Background: an optimization exercise with open tools, aiming at small area, a short achievable clock period and few clock cycles per item. Do not read the settings as production practice.
Only simulation tests tie the RTL to the original design; equivalence was not proved.
No activity file was given, so power comes from the tool's default toggle rates.

red:
==> flow/design.v (excerpt) <==
module modbus_master #(
    parameter COUNT_MAX = 125
) (
    input  wire        clk,
    input  wire        rst,           
    input  wire        req_valid,
    output wire        req_ready,
    input  wire [7:0]  req_slave,
    input  wire [15:0] req_addr,
    input  wire [15:0] req_count,
    output wire        tx_valid,
    input  wire        tx_ready,
    output wire [7:0]  tx_data,
    input  wire        rx_valid,
    output wire        rx_ready,
    input  wire [7:0]  rx_data,
    input  wire        tmo,
    output wire        res_valid,
    input  wire        res_ready,
    output wire [15:0] res_data,
    output wire [2:0]  res_status,
    output wire        res_last
);
clock: 9.0 ns
lec_check: 0
cap_margin: 20
core_margin: 2
core_utilization: 55
cts_cluster_diameter: 75
cts_cluster_size: 30
place_density: 0.7
slew_margin: 20
standard.sh (not shown) runs the stock make flow with config.mk's settings and CLKGATE_MAP_FILE= SYNTH_SCRIPT=/design/flow/synth_recipe.tcl, a recipe that flattens the netlist after the stock synthesis.
==> flow/flow/run.sh <==
#!/bin/bash
set -euo pipefail
bash standard.sh SETUP_SLACK_MARGIN=5.6 finish > orfs_make.log 2>&1
red completed end to end with timing, DRC and antenna clean.
Testbench counts of red, summed over its fixed seeds: cycles 16,705, transactions 320.
Input changes introduced in blue (baseline for comparison: red):
Settings: swapping 55 for 68 in CORE_UTILIZATION; swapping 0.7 for 0.8 in PLACE_DENSITY.
==> flow/flow/run.sh <==
#!/bin/bash
set -euo pipefail
bash standard.sh SETUP_SLACK_MARGIN=5.9 finish > orfs_make.log 2>&1
## What came out
Going from red to blue, average wire per standard cell grew by more than 10%. In blue the violation count after the first detailed-route iteration turned out 412 higher than in red. Lower final area goes to blue over red. blue: non-clock buffer count in the final layout higher than red.
[inputs] green vs blue
Settings: changing PLACE_DENSITY from 0.8 to 0.7; changing CORE_UTILIZATION from 68 to 55.
==> flow/flow/run.sh <==
#!/bin/bash
set -euo pipefail
bash standard.sh SETUP_SLACK_MARGIN=6.3 finish > orfs_make.log 2>&1
### Flow results
- green reports a lower number of antenna violations at the first check in global routing than blue does.
- The clock power share was comparable across green and blue.
- Between blue and green, the flow reports tap cell count increasing by more than 10%.
- Cmp green vs blue: register-to-register slack higher in green
- green vs. blue: post-route core utilization went down 12 points; sum of routed wire length over all layers now sits higher; wire length of the first global-routing pass climbed about 4%.
Input changes introduced in orange (baseline for comparison: green):
Settings: changing CORE_UTILIZATION from 55 to 68; changing PLACE_DENSITY from 0.7 to 0.8.
==> flow/flow/run.sh <==
#!/bin/bash
set -euo pipefail
bash standard.sh SETUP_SLACK_MARGIN=6.05 finish > orfs_make.log 2>&1
### Flow results
For green and orange, there was not a single run that failed to finish clean. For the global-route usage, orange came in 4.0 points higher than green did. From green to orange, synthesized area per cell did not move at all. Diff green -> orange | final hold slack | increase of 17 ps. Number of H-tree levels came out exactly the same in green and orange. orange gives less fraction of power spent switching nets than green did. Detailed placer's ending HPWL on orange is ahead of green. Compared with green, in orange die area shows a reduction of about 20%, internal power consumption fell by 0.84 mW.
[inputs] purple vs orange
Settings: PLACE_DENSITY changed from 0.8 to 0.88; CORE_UTILIZATION changed from 68 to 80.
==> flow/flow/run.sh <==
#!/bin/bash
set -euo pipefail
bash standard.sh SETUP_SLACK_MARGIN=5.9 finish > orfs_make.log 2>&1
Findings:
- Total non-filler cell area in the finished layout on purple is ahead of orange.
- Per the comparison of purple with orange, total of cells resized after clock tree synthesis shows a reduction of 17, static leakage shows a reduction of about 0.9%, combinational power share shows a reduction of 0.9 points, detailed-routing wirelength on met1 shows an increase of 0.44%.
- Summary — delay contributed by the slowest stage of the critical path, purple relative to orange: higher, by 60 ps.
- Non-clock buffer total of the final layout: purple < orange
- Maximum number of pins on one net before global-route repair, purple and orange: higher on orange

========
== the previous run ==
The RTL this note starts from:
==> flow/design.v <==
module modbus_master #(
    parameter COUNT_MAX = 125
) (
    input  wire        clk,
    input  wire        rst,           
    input  wire        req_valid,
    output wire        req_ready,
    input  wire [7:0]  req_slave,
    input  wire [15:0] req_addr,
    input  wire [15:0] req_count,
    output wire        tx_valid,
    input  wire        tx_ready,
    output wire [7:0]  tx_data,
    input  wire        rx_valid,
    output wire        rx_ready,
    input  wire [7:0]  rx_data,
    input  wire        tmo,
    output wire        res_valid,
    input  wire        res_ready,
    output wire [15:0] res_data,
    output wire [2:0]  res_status,
    output wire        res_last
);
    localparam [2:0] ST_OK        = 3'd0,
                     ST_TIMEOUT   = 3'd1,
                     ST_CRC16     = 3'd2,
                     ST_ADDR_FUNC = 3'd3,
                     ST_LENGTH    = 3'd4,
                     ST_REFUSED   = 3'd5;
    localparam NW = 125;            
    localparam QD = 4;              
    localparam QB = 2;              
    reg  [7:0]  g;                  
    reg  [6:0]  p;                  
    reg         idle;               
    reg         frz;                
    reg  [7:0]  slave;
    reg  [15:0] addr;
    reg  [6:0]  count;
    reg         big;                
    reg  [6:0]  acount;             
    reg         rdy_q;
    reg         refp;               
    reg         txv;
    reg  [7:0]  txd;
    reg  [2:0]  txc;
    reg  [15:0] crc;
    reg         inwin;              
    reg         rxr;
    reg  [1:0]  hdr;                
    reg  [8:0]  left;               
    reg         par;                
    reg  [7:0]  rxd_q;              
    reg         vq;
    reg         qb0, qb1, qb2, qhi, qlo, qc0, qc1;
    reg         tq;                 
    reg         bad_af, bad_len, bad_crc;
    reg  [7:0]  hb;                 
    reg         w0;                 
    reg  [7:0]  tgtm;               
    reg  [6:0]  s0m;                
    reg  [8:0]  iage;               
    reg  [2:0]  q_st  [0:QD-1];
    reg  [6:0]  q_cnt [0:QD-1];
    reg  [6:0]  q_s0  [0:QD-1];
    reg  [QB-1:0] qwp, qrp;
    reg  [QB:0] qn;
    reg         rd_act;             
    reg  [2:0]  rd_st;
    reg  [6:0]  rd_rem;             
    reg  [6:0]  x;                  
    reg  [8:0]  dage;               
    reg         dsat;
    reg         rv;
    reg  [15:0] rdat;
    reg  [2:0]  rstat;
    reg         rlast;
    wire req_hs = req_valid && rdy_q;
    wire tx_hs  = txv && tx_ready;
    wire rx_hs  = rx_valid && rxr;
    reg  [16*NW-1:0] ring;
    wire [15:0] rword = ring[x*16 +: 16];
    wire        we = vq && qlo;
    always @(posedge clk)
        ring <= {ring[16*(NW-1)-1:0], we ? {hb, rxd_q} : ring[16*NW-1 -: 16]};
    wire [7:0] crc_in = inwin ? rxd_q : txd;
    reg [15:0] crc_next;
    integer k;
    always @(*) begin
        crc_next = crc ^ {8'h00, crc_in};
        for (k = 0; k < 8; k = k + 1)
            crc_next = crc_next[0] ? ((crc_next >> 1) ^ 16'hA001) : (crc_next >> 1);
    end
    wire       fin = vq && qc1;
    wire [2:0] fin_st = (bad_crc || rxd_q != crc[15:8]) ? ST_CRC16 :
                        bad_af  ? ST_ADDR_FUNC :
                        bad_len ? ST_LENGTH : ST_OK;
    wire       room = (qn != QD);
    wire       push = fin || ((tq || refp) && room);
    wire [2:0] push_st = tq ? ST_TIMEOUT : refp ? ST_REFUSED : fin_st;
    wire [6:0] push_cnt = (fin && fin_st == ST_OK) ? acount : 7'd0;
    wire [QD-1:0] q_has;
    genvar gi;
    generate for (gi = 0; gi < QD; gi = gi + 1) begin : g_has
        wire [QB-1:0] off = gi[QB-1:0] - qrp;
        assign q_has[gi] = ({1'b0, off} < qn) && (q_cnt[gi] != 7'd0);
    end endgenerate
    wire dv = (rd_act && rd_rem != 7'd0) || (|q_has);
    wire cur_lo  = (hdr == 2'd3) && (left > 9'd2) && par;
    wire cur_hi  = (hdr == 2'd3) && (left > 9'd2) && !par;
    wire al      = (vq && qlo) || (w0 ? g[0] : (g == tgtm));
    wire guard   = dv && (dsat || dage >= 2*NW - 10);
    wire lo_blk  = !al || guard;
    wire last_now = (left == 9'd1);
    wire last_nxt = rx_hs ? (left == 9'd2) : last_now;
    wire fin_blk  = !room || tq || refp;
    wire tmo_hit = inwin && tmo && !(rx_hs && last_now);
    wire win_end = inwin && (tmo_hit || (rx_hs && last_now));
    wire rdw_c = rd_act && rd_rem != 7'd0;        
    wire rds_c = rd_act && rd_rem == 7'd0;        
    wire free  = !rv || res_ready;
    wire rd_word = free && rdw_c;
    wire qne   = (qn != 0);
    wire pop   = qne && (!rd_act || (rds_c && free));
    wire [7:0] xs = {1'b0, p} - {1'b0, q_s0[qrp]};
    wire [6:0] xl = xs[7] ? xs[6:0] + NW : xs[6:0];
    wire [6:0] x_m1 = (x == 7'd0) ? NW - 1 : x - 7'd1;
    wire [6:0] x_p1 = (x == NW - 1) ? 7'd0 : x + 7'd1;
    wire res_done = rv && res_ready && rlast;
    always @(posedge clk) begin
        if (rst) begin
            g <= 8'd0; p <= 7'd0;
            idle <= 1'b1; frz <= 1'b0; rdy_q <= 1'b0; refp <= 1'b0;
            txv <= 1'b0;
            inwin <= 1'b0; rxr <= 1'b0; tq <= 1'b0;
            w0 <= 1'b1;
            qwp <= 0; qrp <= 0; qn <= 0;
            rd_act <= 1'b0; rv <= 1'b0;
        end else begin
            g <= (g == 2*NW - 1) ? 8'd0 : g + 8'd1;
            p <= (p == NW - 1) ? 7'd0 : p + 7'd1;
            rdy_q <= ((idle && !(req_hs && !big)) || win_end) &&
                     req_valid && !frz && !req_hs && !(refp && !(room && !tq)) &&
                     !(tq && !room) && !(win_end && tmo_hit);
            if (req_hs && big)
                refp <= 1'b1;
            else if (refp && room && !tq)
                refp <= 1'b0;
            if (req_hs && !big) begin
                idle <= 1'b0;
                frz  <= 1'b1;
                txv  <= 1'b1;
            end
            if (vq && qb0) frz <= 1'b0;
            if (win_end && tmo_hit) frz <= 1'b0;
            if (tx_hs && txc == 3'd7) begin
                txv   <= 1'b0;
                inwin <= 1'b1;
                rxr   <= 1'b1;
                w0    <= 1'b1;
            end
            if (inwin) begin
                if (win_end) begin
                    inwin <= 1'b0;
                    rxr   <= 1'b0;
                    idle  <= 1'b1;
                    tq    <= tmo_hit;
                end else begin
                    rxr <= !(((rx_hs ? cur_hi : cur_lo) && lo_blk) || (last_nxt && fin_blk));
                end
            end
            if (tq && room) tq <= 1'b0;
            if (we) w0 <= 1'b0;
            if (push) qwp <= qwp + 1'b1;
            if (pop) qrp <= qrp + 1'b1;
            case ({push, pop})
                2'b10: qn <= qn + 1'b1;
                2'b01: qn <= qn - 1'b1;
                default: ;
            endcase
            if (pop)
                rd_act <= 1'b1;
            else if (rds_c && free)
                rd_act <= 1'b0;
            if (free)
                rv <= rd_act;
        end
    end
    always @(posedge clk) begin
        if (!frz) begin
            slave <= req_slave;
            addr  <= req_addr;
            count <= req_count[6:0];
            big   <= (req_count > COUNT_MAX);
        end
        if (req_hs && !big)
            acount <= count;
        if (!frz)
            txd <= req_slave;
        else if (tx_hs) begin
            case (txc)
                3'd0: txd <= 8'h03;
                3'd1: txd <= addr[15:8];
                3'd2: txd <= addr[7:0];
                3'd3: txd <= 8'h00;
                3'd4: txd <= {1'b0, count};
                3'd5: txd <= crc_next[7:0];
                3'd6: txd <= crc[15:8];
                default: ;
            endcase
        end
        if (req_hs)
            txc <= 3'd0;
        else if (tx_hs)
            txc <= txc + 3'd1;
        if ((req_hs && !big) || (tx_hs && txc == 3'd7))
            crc <= 16'hFFFF;
        else if ((tx_hs && txc < 3'd6) || (vq && !qc0 && !qc1))
            crc <= crc_next;
        if (tx_hs && txc == 3'd7) begin
            hdr  <= 2'd0;
            left <= 9'd5 + {1'b0, acount, 1'b0};
            par  <= 1'b0;
        end else if (rx_hs) begin
            left <= left - 9'd1;
            if (hdr != 2'd3) hdr <= hdr + 2'd1;
            else par <= !par;
        end
        rxd_q <= rx_data;
        vq    <= rx_hs;
        qb0 <= (hdr == 2'd0);
        qb1 <= (hdr == 2'd1);
        qb2 <= (hdr == 2'd2);
        qhi <= cur_hi;
        qlo <= cur_lo;
        qc0 <= (hdr == 2'd3) && (left == 9'd2);
        qc1 <= (hdr == 2'd3) && (left == 9'd1);
        if (tx_hs && txc == 3'd7) begin
            bad_af <= 1'b0; bad_len <= 1'b0; bad_crc <= 1'b0;
        end else if (vq) begin
            if (qb0 && rxd_q != slave) bad_af <= 1'b1;
            if (qb1 && rxd_q != 8'h03) bad_af <= 1'b1;
            if (qb2 && rxd_q != {acount, 1'b0}) bad_len <= 1'b1;
            if (qc0 && rxd_q != crc[7:0]) bad_crc <= 1'b1;
        end
        if (vq && qhi) hb <= rxd_q;
        if (we) tgtm <= g;
        if (we && w0) s0m <= p;
        iage <= (we && w0) ? 9'd0 : (iage == 9'h1FF) ? iage : iage + 9'd1;
        if (push) begin
            q_st[qwp]  <= push_st;
            q_cnt[qwp] <= push_cnt;
            q_s0[qwp]  <= s0m;
        end
        if (pop) begin
            rd_st  <= q_st[qrp];
            rd_rem <= q_cnt[qrp];
        end else if (rd_word)
            rd_rem <= rd_rem - 7'd1;
        x <= pop ? xl : rd_word ? x_m1 : x_p1;
        if (free) begin
            rdat  <= rword;
            rstat <= rdw_c ? ST_OK : rd_st;
            rlast <= !rdw_c;
        end
        if (!dv) begin
            dage <= iage + 9'd1;
            dsat <= (iage == 9'h1FF);
        end else begin
            if (dage == 9'h1FF) dsat <= 1'b1;
            if (rd_word && !dsat) dage <= (dage == 9'd0) ? 9'd0 : dage - 9'd1;
            else if (dage != 9'h1FF) dage <= dage + 9'd1;
        end
    end
    assign req_ready  = rdy_q;
    assign tx_valid   = txv;
    assign tx_data    = txd;
    assign rx_ready   = rxr;
    assign res_valid  = rv;
    assign res_data   = rdat;
    assign res_status = rstat;
    assign res_last   = rlast;
endmodule
clock: 9.0 ns
lec_check: 0
cap_margin: 20
core_margin: 2
core_utilization: 55
cts_cluster_diameter: 45
cts_cluster_size: 32
place_density: 0.7
setup_slack_margin: 5
slew_margin: 20
run.sh (not shown) runs the stock make flow with config.mk's settings and CLKGATE_MAP_FILE= SYNTH_SCRIPT=/design/flow/synth_recipe.tcl, a recipe that flattens the netlist after the stock synthesis.
Stock flow here: none of the scripts above is used.
Every stage of the flow completed for the previous run, and the final layout passed the timing, DRC and antenna checks.
Testbench counts of the previous run, summed over its fixed seeds: cycles 16,705, transactions 320.
#### Input delta (the current run over the previous run)
- CTS_CLUSTER_SIZE now 30, was 32
- CTS_CLUSTER_DIAMETER now 75, was 45
## What came out
- The previous run | status: complete | timing, DRC, antenna: pass
- No stage failed in the current run, and the final checks on the layout all came back clean.
- Final hold slack in the current run is 9.8 ps higher than in the previous run
- Going from the previous run to the current run, part of the total power dissipated in combinational logic rose by 2.1 points, synthesized area shows no meaningful change.
- On the current run: peak supply drop is 0.000029 V lower than what the previous run gave.
- When the current run is set beside the previous run, its sequential share of layout area turns out to be 2.3 points larger.
- Going from the previous run to the current run, the total power consumption of the routed design was found to have gone down by 11%.

[what the ideal ports hide]
Ports are ideal in the flow. The routed layouts listed here were re-timed in OpenROAD.
Step 1: set_driving_cell puts a clkbuf_16 on clk and a buf_2 on each other input, an assumption about the parent block.
Step 2 times the ports against the registers' clock, not the clock port: input delays grow and output delays shrink by t, the midpoint of the rising clock arrivals with the driver on.
Three values: no drivers, after step 1, after step 2; two values: the first two.
run | shift t [ns] | slack for setup (ns) | worst hold slack (ns) | worst setup path after step 2 | worst data-port slew with drivers (ns)
red | 0.768 | 5.682 / 5.610 / 4.991 | 0.320 / 0.320 / 0.320 | input to register | 0.07
blue | 0.758 | 5.734 / 5.664 / 5.264 | 0.328 / 0.328 / 0.328 | input to register | 0.05
green | 0.770 | 5.738 / 5.666 / 5.584 | 0.318 / 0.318 / 0.318 | input to register | 0.06
orange | 0.772 | 5.733 / 5.655 / 5.381 | 0.335 / 0.335 / 0.335 | input to register | 0.04
purple | 0.768 | 5.664 / 5.588 / 5.230 | 0.340 / 0.340 / 0.340 | input to register | 0.05
the previous run | 0.843 | 5.230 / 5.184 / 4.430 | 0.319 / 0.319 / 0.319 | input to register | 0.06
the current run | 0.766 | 5.188 / 5.231 / 4.465 | 0.329 / 0.329 / 0.329 | input to register | 0.05
After both steps every run listed still meets setup and hold. For the previous run, which loses most, drivers alone change the setup slack by -0.046 ns; drivers and shift together by -0.800 ns.
